From an optimization exercise on the open Yosys and OpenROAD flow, aimed at small area; shortcuts taken in it are not production practice.
Only simulation tests tie the RTL to the original design; equivalence was not proved.
Power figures rest on the tool's default switching activity, not on a simulated workload.

Design dsce_pixel, start of the top module:
module dsce_pixel (
    input  wire        clk,
    input  wire        rst,
    input  wire        in_valid,
    input  wire [31:0] v0,
    input  wire [31:0] v1,
    input  wire [31:0] v2,
    input  wire [31:0] v3,
    input  wire [3:0]  en,
    input  wire [3:0]  enc,
    input  wire [4:0]  bright,
    input  wire        big,
    output reg         out_valid,
    output wire [31:0] out_word
);
    wire [7:0] q0, q1, q2, q3;
    dsce_q8 u_q0 (.v(v0), .zero(~en[0]), .code(q0));
    dsce_q8 u_q1 (.v(v1), .zero(~en[1]), .code(q1));
    dsce_q8 u_q2 (.v(v2), .zero(~en[2]), .code(q2));
    dsce_q8 u_q3 (.v(v3), .zero(~en[3] | enc[3]), .code(q3));
    wire [28:0] w;
    assign w[7:0]   = q0;
    assign w[15:8]  = q1;
    assign w[23:16] = q2;
    assign w[28:24] = q3[4:0] |
                      ((|(en & enc)) ? bright : 5'd0);
    wire [31:0] fw = {3'b111, w};
    reg [31:0] r_o;
    always @(posedge clk) begin
        if (rst) out_valid <= 1'b0;
        else     out_valid <= in_valid;
        r_o <= big ? {fw[7:0], fw[15:8], fw[23:16], fw[31:24]} : fw;
    end
    assign out_word = r_o;
endmodule
Size: roughly 1,000 cells after synthesis, roughly 33 flip-flops, about 180 I/O pins, roughly 5700 sq um of cells after synthesis.
export LEC_CHECK = 0
export CAP_MARGIN = 20
export CORE_MARGIN = 2
export CORE_UTILIZATION = 40
export SLEW_MARGIN = 20
create_clock -name core_clock -period 12.0 [get_ports {clk}]
standard.sh (not shown) runs the stock make flow with config.mk's settings and CLKGATE_MAP_FILE= SYNTH_SCRIPT=/design/flow/synth_recipe.tcl, a recipe that flattens the netlist after the stock synthesis.
==> flow/flow/run.sh <==
#!/bin/bash
# Layout flow: the standard layout (standard.sh), with two changes made
# through ORFS variables:
#  - synthesis maps with an area-oriented ABC script (flow/abc_area.script)
#    and leaves adders to ABC instead of mapping them to fa/ha cells;
#  - port buffers use the smallest buffer cell.
# Each step's full output goes to a log file in this folder.
set -euo pipefail
here=$(pwd)
rm -rf "$here/scripts_area"
cp -r "$FLOW_HOME/scripts" "$here/scripts_area"
cp "$here/flow/abc_area.script" "$here/scripts_area/abc_area.script"
bash standard.sh SCRIPTS_DIR="$here/scripts_area" ABC_AREA=1 ADDER_MAP_FILE= synth > "$here/synth.log" 2>&1
bash standard.sh "BUFFER_PORTS_ARGS=-buffer_cell sky130_fd_sc_hd__buf_1" finish > "$here/layout.log" 2>&1
==> flow/flow/abc_area.script <==
strash
drw
drf
dc2
dch -f
amap
topo
The starting point finished with timing, DRC and antenna clean.
Next try:
GPL_TIMING_DRIVEN = 0   (was not set)
Result: The changed run produced a clean layout; synthesized area stays the same; hold slack degrades by 0.017 ns; routed wire length barely changes.

---

## v38
Another version of the RTL of dsce_pixel (not shown whole).
Size in the first run: ~1000 cells after synthesis, roughly 33 flip-flops, roughly 180 I/O pins, ~5600 um^2 of cells after synthesis.
## dsce_pixel
module dsce_pixel (
    input  wire        clk,
    input  wire        rst,
    input  wire        in_valid,
    input  wire [31:0] v0,
    input  wire [31:0] v1,
    input  wire [31:0] v2,
    input  wire [31:0] v3,
    input  wire [3:0]  en,
    input  wire [3:0]  enc,
    input  wire [4:0]  bright,
    input  wire        big,
    output reg         out_valid,
    output wire [31:0] out_word
);
    wire [7:0] q0, q1, q2, q3;
    dsce_q8 u_q0 (.v(v0), .zero(~en[0]), .code(q0));
    dsce_q8 u_q1 (.v(v1), .zero(~en[1]), .code(q1));
    dsce_q8 u_q2 (.v(v2), .zero(~en[2]), .code(q2));
    dsce_q8 u_q3 (.v(v3), .zero(~en[3] | enc[3]), .code(q3));
    wire [28:0] w;
    assign w[7:0]   = q0;
    assign w[15:8]  = q1;
    assign w[23:16] = q2;
    assign w[28:24] = q3[4:0] |
                      ((|(en & enc)) ? bright : 5'd0);
    wire [31:0] fw = {3'b111, w};
    reg [31:0] r_o;
    always @(posedge clk) begin
        if (rst) out_valid <= 1'b0;
        else     out_valid <= in_valid;
        r_o <= big ? {fw[7:0], fw[15:8], fw[23:16], fw[31:24]} : fw;
    end
    assign out_word = r_o;
endmodule
==> flow/config.mk <==
export PLATFORM = sky130hd
export DESIGN_NAME = dsce_pixel
export DESIGN_NICKNAME = dsce_pixel
export VERILOG_FILES = /design/flow/design.v
export SDC_FILE = /design/flow/constraint.sdc
export NUM_CORES = 4
export LEC_CHECK = 0
export CAP_MARGIN = 20
export CORE_MARGIN = 2
export CORE_UTILIZATION = 40
export GPL_TIMING_DRIVEN = 0
export SLEW_MARGIN = 20
==> flow/constraint.sdc <==
create_clock -name core_clock -period 12.0 [get_ports {clk}]
set_input_delay 2.4000 -clock core_clock [delete_from_list [all_inputs] [get_ports {clk}]]
set_output_delay 2.4000 -clock core_clock [all_outputs]
set_load 0.01 [all_outputs]
==> flow/flow/run.sh <==
#!/bin/bash
# Layout flow: the standard layout (standard.sh), with these changes made
# through ORFS variables:
#  - synthesis maps with an area-oriented ABC script (flow/abc_area.script)
#    and leaves adders to ABC instead of mapping them to fa/ha cells;
#  - port buffers use the smallest buffer cell;
#  - clock tree synthesis uses small clock buffers and no dummy loads.
# Each step's full output goes to a log file in this folder.
set -euo pipefail
here=$(pwd)
rm -rf "$here/scripts_area"
cp -r "$FLOW_HOME/scripts" "$here/scripts_area"
cp "$here/flow/abc_area.script" "$here/scripts_area/abc_area.script"
bash standard.sh SCRIPTS_DIR="$here/scripts_area" ABC_AREA=1 ADDER_MAP_FILE= synth > "$here/synth.log" 2>&1
bash standard.sh \
    "BUFFER_PORTS_ARGS=-buffer_cell sky130_fd_sc_hd__buf_1" \
    "CTS_ARGS=-sink_clustering_enable -repair_clock_nets -dont_use_dummy_load -sink_buffer_max_cap_derate 0.5 -buf_list sky130_fd_sc_hd__clkbuf_4" \
    finish > "$here/layout.log" 2>&1
Scripts as last shown in full above: flow/flow/abc_area.script
v38: full flow OK, the timing, DRC and antenna checks passed
### v38 -> v6
==> flow/flow/run.sh <==
#!/bin/bash
# Layout flow: the standard layout (standard.sh), with these changes made
# through ORFS variables:
#  - synthesis maps the quantizer module once for its four instances
#    (SYNTH_HIERARCHICAL; the netlist is flattened afterwards as usual),
#    with an area-oriented ABC script (flow/abc_area.script: deepsyn logic
#    optimization, area mapping, don't-care resynthesis), and leaves adders
#    to ABC instead of mapping them to fa/ha cells. If ABC fails with that
#    script, synthesis is run again with flow/abc_fallback1.script, then
#    flow/abc_fallback2.script;
#  - port buffers use the smallest buffer cell;
#  - clock tree synthesis uses clkbuf_8 buffers and no dummy loads.
# Each step's full output goes to a log file in this folder.
set -euo pipefail
here=$(pwd)
synth () {
    rm -rf "$here/scripts_area"
    cp -r "$FLOW_HOME/scripts" "$here/scripts_area"
    cp "$1" "$here/scripts_area/abc_area.script"
    bash standard.sh SCRIPTS_DIR="$here/scripts_area" ABC_AREA=1 ADDER_MAP_FILE= \
        SYNTH_HIERARCHICAL=1 synth
}
synth "$here/flow/abc_area.script" > "$here/synth.log" 2>&1 ||
    synth "$here/flow/abc_fallback1.script" > "$here/synth_fallback1.log" 2>&1 ||
    synth "$here/flow/abc_fallback2.script" > "$here/synth_fallback2.log" 2>&1
bash standard.sh \
    "BUFFER_PORTS_ARGS=-buffer_cell sky130_fd_sc_hd__buf_1" \
    "CTS_ARGS=-sink_clustering_enable -repair_clock_nets -dont_use_dummy_load -buf_list sky130_fd_sc_hd__clkbuf_8" \
    finish > "$here/layout.log" 2>&1
==> flow/flow/abc_area.script <==
strash
&get -n
&deepsyn -T 300
&dch -f
&nf -R 1000
&put
mfs3 -a -e -H 6 -R 3 -K 8
mfs3 -a -e -H 6 -R 3 -K 8 -r
topo
==> flow/flow/abc_fallback1.script (new file) <==
strash
&get -n
&deepsyn -T 300
&dch -f
&nf -R 1000
&put
topo
==> flow/flow/abc_fallback2.script (new file) <==
strash
drw
drf
dc2
dch -f
amap
topo
### Flow results
Summary of v6 over v38: fraction of area in clock buffers and inverters higher, die outline width lower, headroom to the max-slew limit higher, synthesized cell count lower.
Worst setup path endpoint = r_o[22]: v6; worst setup path endpoint = r_o[23]: v38
Area after synthesis in v6 is 1500 um^2 lower than in v38
Inputs modified between v6 and v28:
==> flow/flow/run.sh <==
#!/bin/bash
# Layout flow: the standard layout (standard.sh), with these changes made
# through ORFS variables:
#  - synthesis maps with an area-oriented ABC script (flow/abc_area.script)
#    and leaves adders to ABC instead of mapping them to fa/ha cells;
#  - port buffers use the smallest buffer cell;
#  - clock tree synthesis uses small clock buffers and no dummy loads.
# Each step's full output goes to a log file in this folder.
set -euo pipefail
here=$(pwd)
rm -rf "$here/scripts_area"
cp -r "$FLOW_HOME/scripts" "$here/scripts_area"
cp "$here/flow/abc_area.script" "$here/scripts_area/abc_area.script"
bash standard.sh SCRIPTS_DIR="$here/scripts_area" ABC_AREA=1 ADDER_MAP_FILE= synth > "$here/synth.log" 2>&1
bash standard.sh \
    "BUFFER_PORTS_ARGS=-buffer_cell sky130_fd_sc_hd__buf_1" \
    "CTS_ARGS=-repair_clock_nets -dont_use_dummy_load -buf_list sky130_fd_sc_hd__clkbuf_8" \
    finish > "$here/layout.log" 2>&1
==> flow/flow/abc_area.script <==
strash
drw
drf
dc2
dch -f
amap
topo
removed: flow/flow/abc_fallback1.script
removed: flow/flow/abc_fallback2.script
[summary]
v28 was carried through to the last stage, and its layout satisfied the timing, DRC and antenna checks. Diff v28 and v6: global-route wire length before repair lower in v6. Lower number of multi-input combinational cells among v28 and v6: v6. In the metrics for v28 and v6, the one carrying the higher transition time at the pin with the least slew margin is v28.
Changes in v49 relative to v28:
--- a/flow/flow/run.sh
+++ b/flow/flow/run.sh
@@ -15,4 +15,4 @@
 bash standard.sh \
     "BUFFER_PORTS_ARGS=-buffer_cell sky130_fd_sc_hd__buf_1" \
-    "CTS_ARGS=-repair_clock_nets -dont_use_dummy_load -buf_list sky130_fd_sc_hd__clkbuf_8" \
+    "CTS_ARGS=-sink_clustering_enable -repair_clock_nets -dont_use_dummy_load -buf_list sky130_fd_sc_hd__clkbuf_8" \
     finish > "$here/layout.log" 2>&1
==> flow/flow/abc_area.script <==
strash
&get -n
&deepsyn -T 300
&put
dch -f
amap
topo
[summary]
- v49 reports a higher fmax than v28 does.
- Register share of total power, v49 and v28: smaller value in v28
- Compared with v28, wire length of the first global-routing pass in v49 decreased by more than 10%.
- v28 → v49: endpoint arrival time on the critical path shrank by 1.19 ns; maximum fanout along the worst path shrank by 5.
- As far as number of hold-repair buffers added at the cts stage goes, v49 and v28 are indistinguishable; the numbers are identical.
Input changes introduced in v54 (baseline for comparison: v49):
--- a/flow/flow/run.sh
+++ b/flow/flow/run.sh
@@ -15,4 +15,4 @@
 bash standard.sh \
     "BUFFER_PORTS_ARGS=-buffer_cell sky130_fd_sc_hd__buf_1" \
-    "CTS_ARGS=-sink_clustering_enable -repair_clock_nets -dont_use_dummy_load -buf_list sky130_fd_sc_hd__clkbuf_8" \
+    "CTS_ARGS=-sink_clustering_enable -repair_clock_nets -dont_use_dummy_load -sink_clustering_size 40 -buf_list sky130_fd_sc_hd__clkbuf_16" \
     finish > "$here/layout.log" 2>&1
==> flow/flow/abc_area.script <==
strash
drw
drf
dc2
dch -f
amap
topo
Results
v54: detailed route wirelength on metal3 higher than v49. | die height | v54 vs v49 | 15 um higher |. The run showing the greater area of the die is v54. Between v49 and v54, the flow reports highest achievable clock rate decreasing by more than 10%. In the tables for v49 and v54, number of nets in the layout reads lower with v49. Going from v49 to v54, final critical path time including I/O delays and setup rose by 1.19 ns; pre-CTS setup slack fell by 2.25 ns. Final worst-path cycle share on v54 is up relative to v49. Routed wire length, v54 vs v49: up by more than 10%. In v54, the starting utilization of the core area came out 0.85 points below the value in v49.
diff inputs: v54 => v46
--- a/flow/flow/run.sh
+++ b/flow/flow/run.sh
@@ -15,4 +15,4 @@
 bash standard.sh \
     "BUFFER_PORTS_ARGS=-buffer_cell sky130_fd_sc_hd__buf_1" \
-    "CTS_ARGS=-sink_clustering_enable -repair_clock_nets -dont_use_dummy_load -sink_clustering_size 40 -buf_list sky130_fd_sc_hd__clkbuf_16" \
+    "CTS_ARGS=-sink_clustering_enable -repair_clock_nets -dont_use_dummy_load -buf_list sky130_fd_sc_hd__clkbuf_8" \
     finish > "$here/layout.log" 2>&1
==> flow/flow/abc_area.script <==
strash
&get -n
&deepsyn -T 300
&dch -f
&nf -R 1000
&put
mfs3 -a -e -H 6 -R 3 -K 8
mfs3 -a -e -H 6 -R 3 -K 8 -r
topo
==> run summary <==
I/O pin total: v46 vs v54 identical. Global-route usage in v46 is 0.83 points higher than in v54. v46: PASS, flow complete, no timing, DRC or antenna violations. v46 packs its core tighter than v54. Area: v46 vs v54 -> v46 smaller. Looking at part of the total power dissipated in combinational logic, v46 sits 4.7 points below v54. Changes observed in v46 relative to v54: horizontal die dimension shrank by 13%; overall die height moved down; worst hold slack across all endpoints went up; synthesized cell count now sits lower. v46 vs v54: share of cell area taken by multi-input logic gates down in v46.

---

== red ==
Starting RTL as in the previous note.
export LEC_CHECK = 0
export CAP_MARGIN = 20
export CORE_MARGIN = 2
export CORE_UTILIZATION = 40
export GPL_TIMING_DRIVEN = 0
export SLEW_MARGIN = 20
create_clock -name core_clock -period 12.0 [get_ports {clk}]
==> flow/flow/run.sh <==
#!/bin/bash
# Layout flow: the standard layout (standard.sh), with these changes made
# through ORFS variables:
#  - synthesis maps with an area-oriented ABC script (flow/abc_area.script)
#    and leaves adders to ABC instead of mapping them to fa/ha cells;
#  - port buffers use the smallest buffer cell;
#  - clock tree synthesis uses small clock buffers and no dummy loads.
# Each step's full output goes to a log file in this folder.
set -euo pipefail
here=$(pwd)
rm -rf "$here/scripts_area"
cp -r "$FLOW_HOME/scripts" "$here/scripts_area"
cp "$here/flow/abc_area.script" "$here/scripts_area/abc_area.script"
bash standard.sh SCRIPTS_DIR="$here/scripts_area" ABC_AREA=1 ADDER_MAP_FILE= synth > "$here/synth.log" 2>&1
bash standard.sh \
    "BUFFER_PORTS_ARGS=-buffer_cell sky130_fd_sc_hd__buf_1" \
    "CTS_ARGS=-sink_clustering_enable -repair_clock_nets -dont_use_dummy_load -sink_clustering_size 8 -buf_list sky130_fd_sc_hd__clkbuf_4" \
    finish > "$here/layout.log" 2>&1
==> flow/flow/abc_area.script <==
strash
drw
drf
dc2
dch -f
amap
topo
[inputs] blue vs red
--- a/flow/flow/run.sh
+++ b/flow/flow/run.sh
@@ -17 +17 @@
-    "CTS_ARGS=-sink_clustering_enable -repair_clock_nets -dont_use_dummy_load -sink_clustering_size 8 -buf_list sky130_fd_sc_hd__clkbuf_4" \
+    "CTS_ARGS=-sink_clustering_enable -repair_clock_nets -dont_use_dummy_load -buf_list sky130_fd_sc_hd__clkbuf_8" \
[summary]
Of red and blue, blue shows the higher average wire length per cell after detail routing, with red below it. Compared with red, in blue internal cell power went up; part of the cycle the worst path needs went up; least setup slack across all paths after layout went down; combinational share of power went down; via count did not really move. Number of clock buffers in the layout: red vs blue identical. Sequential share of layout area: blue vs red, no meaningful difference. Re area growth from synthesis to layout: red was lower than blue. Re routed wire length: red was lower than blue. Timing-limited maximum frequency (blue vs. red) decreases slightly.
[inputs] green vs blue
--- a/flow/flow/run.sh
+++ b/flow/flow/run.sh
@@ -17 +17 @@
-    "CTS_ARGS=-sink_clustering_enable -repair_clock_nets -dont_use_dummy_load -buf_list sky130_fd_sc_hd__clkbuf_8" \
+    "CTS_ARGS=-sink_clustering_enable -repair_clock_nets -dont_use_dummy_load -buf_list ${CTS_BUF:-sky130_fd_sc_hd__clkbuf_4}" \
Results
Status | blue and green | clean
There was hardly any difference in arrival time of the worst setup path between blue and green.
green vs. blue: critical-path maximum fanout was more or less identical; amount of wire on met2 after detailed routing went down by 0.80%; power lost 4.0%.
[green] required time of the critical path rose 0.06 ns relative to blue
Post-layout instance area, green vs blue: down slightly
Between blue and green, wire length after detailed routing is higher for blue, green comes in under that.
Relative to blue, the maximum frequency measured on green has increased slightly.

==> re-timing with driven ports <==
In the flow no input, the clock included, has a driving cell. The finished layouts below were timed again as built, in two steps. Step 1 assumes that a clkbuf_16 drives the clock port and a buf_2 every other input. Step 2 moves the port delays by t, midway between the first and last clock arrival at a register: inputs arrive t later, outputs are due t later. That takes back most of the time a late clock gives input paths. Slacks: ideal ports / drivers / drivers and shift; pairs: ideal ports / drivers.
| run | t (ns) | slack for setup (ns) | worst setup path after step 2 | worst register clock-pin slew, ns |
|---|---|---|---|---|
| the first run of note 1 | 0.307 | 1.208 / 1.207 / 0.899 | input to register | 0.05 / 0.05 |
| the second run of note 1 | 0.322 | 0.988 / 0.991 / 0.669 | input to register | 0.06 / 0.06 |
| v38 | 0.344 | 1.026 / 1.024 / 0.680 | input to register | 0.12 / 0.12 |
| v6 | 0.299 | 3.158 / 3.163 / 2.864 | input to register | 0.07 / 0.07 |
| v28 | 0.299 | 0.955 / 0.955 / 0.656 | input to register | 0.07 / 0.07 |
| v49 | 0.298 | 2.122 / 2.117 / 1.819 | input to register | 0.06 / 0.06 |
| v54 | 0.301 | 0.929 / 0.934 / 0.633 | input to register | 0.06 / 0.06 |
| v46 | 0.307 | 2.763 / 2.768 / 2.461 | input to register | 0.07 / 0.07 |
| red | 0.344 | 1.026 / 1.024 / 0.680 | input to register | 0.12 / 0.12 |
| blue | 0.299 | 0.955 / 0.955 / 0.656 | input to register | 0.07 / 0.07 |
| green | 0.344 | 1.026 / 1.024 / 0.680 | input to register | 0.12 / 0.12 |
After both steps every run listed still meets setup and hold.
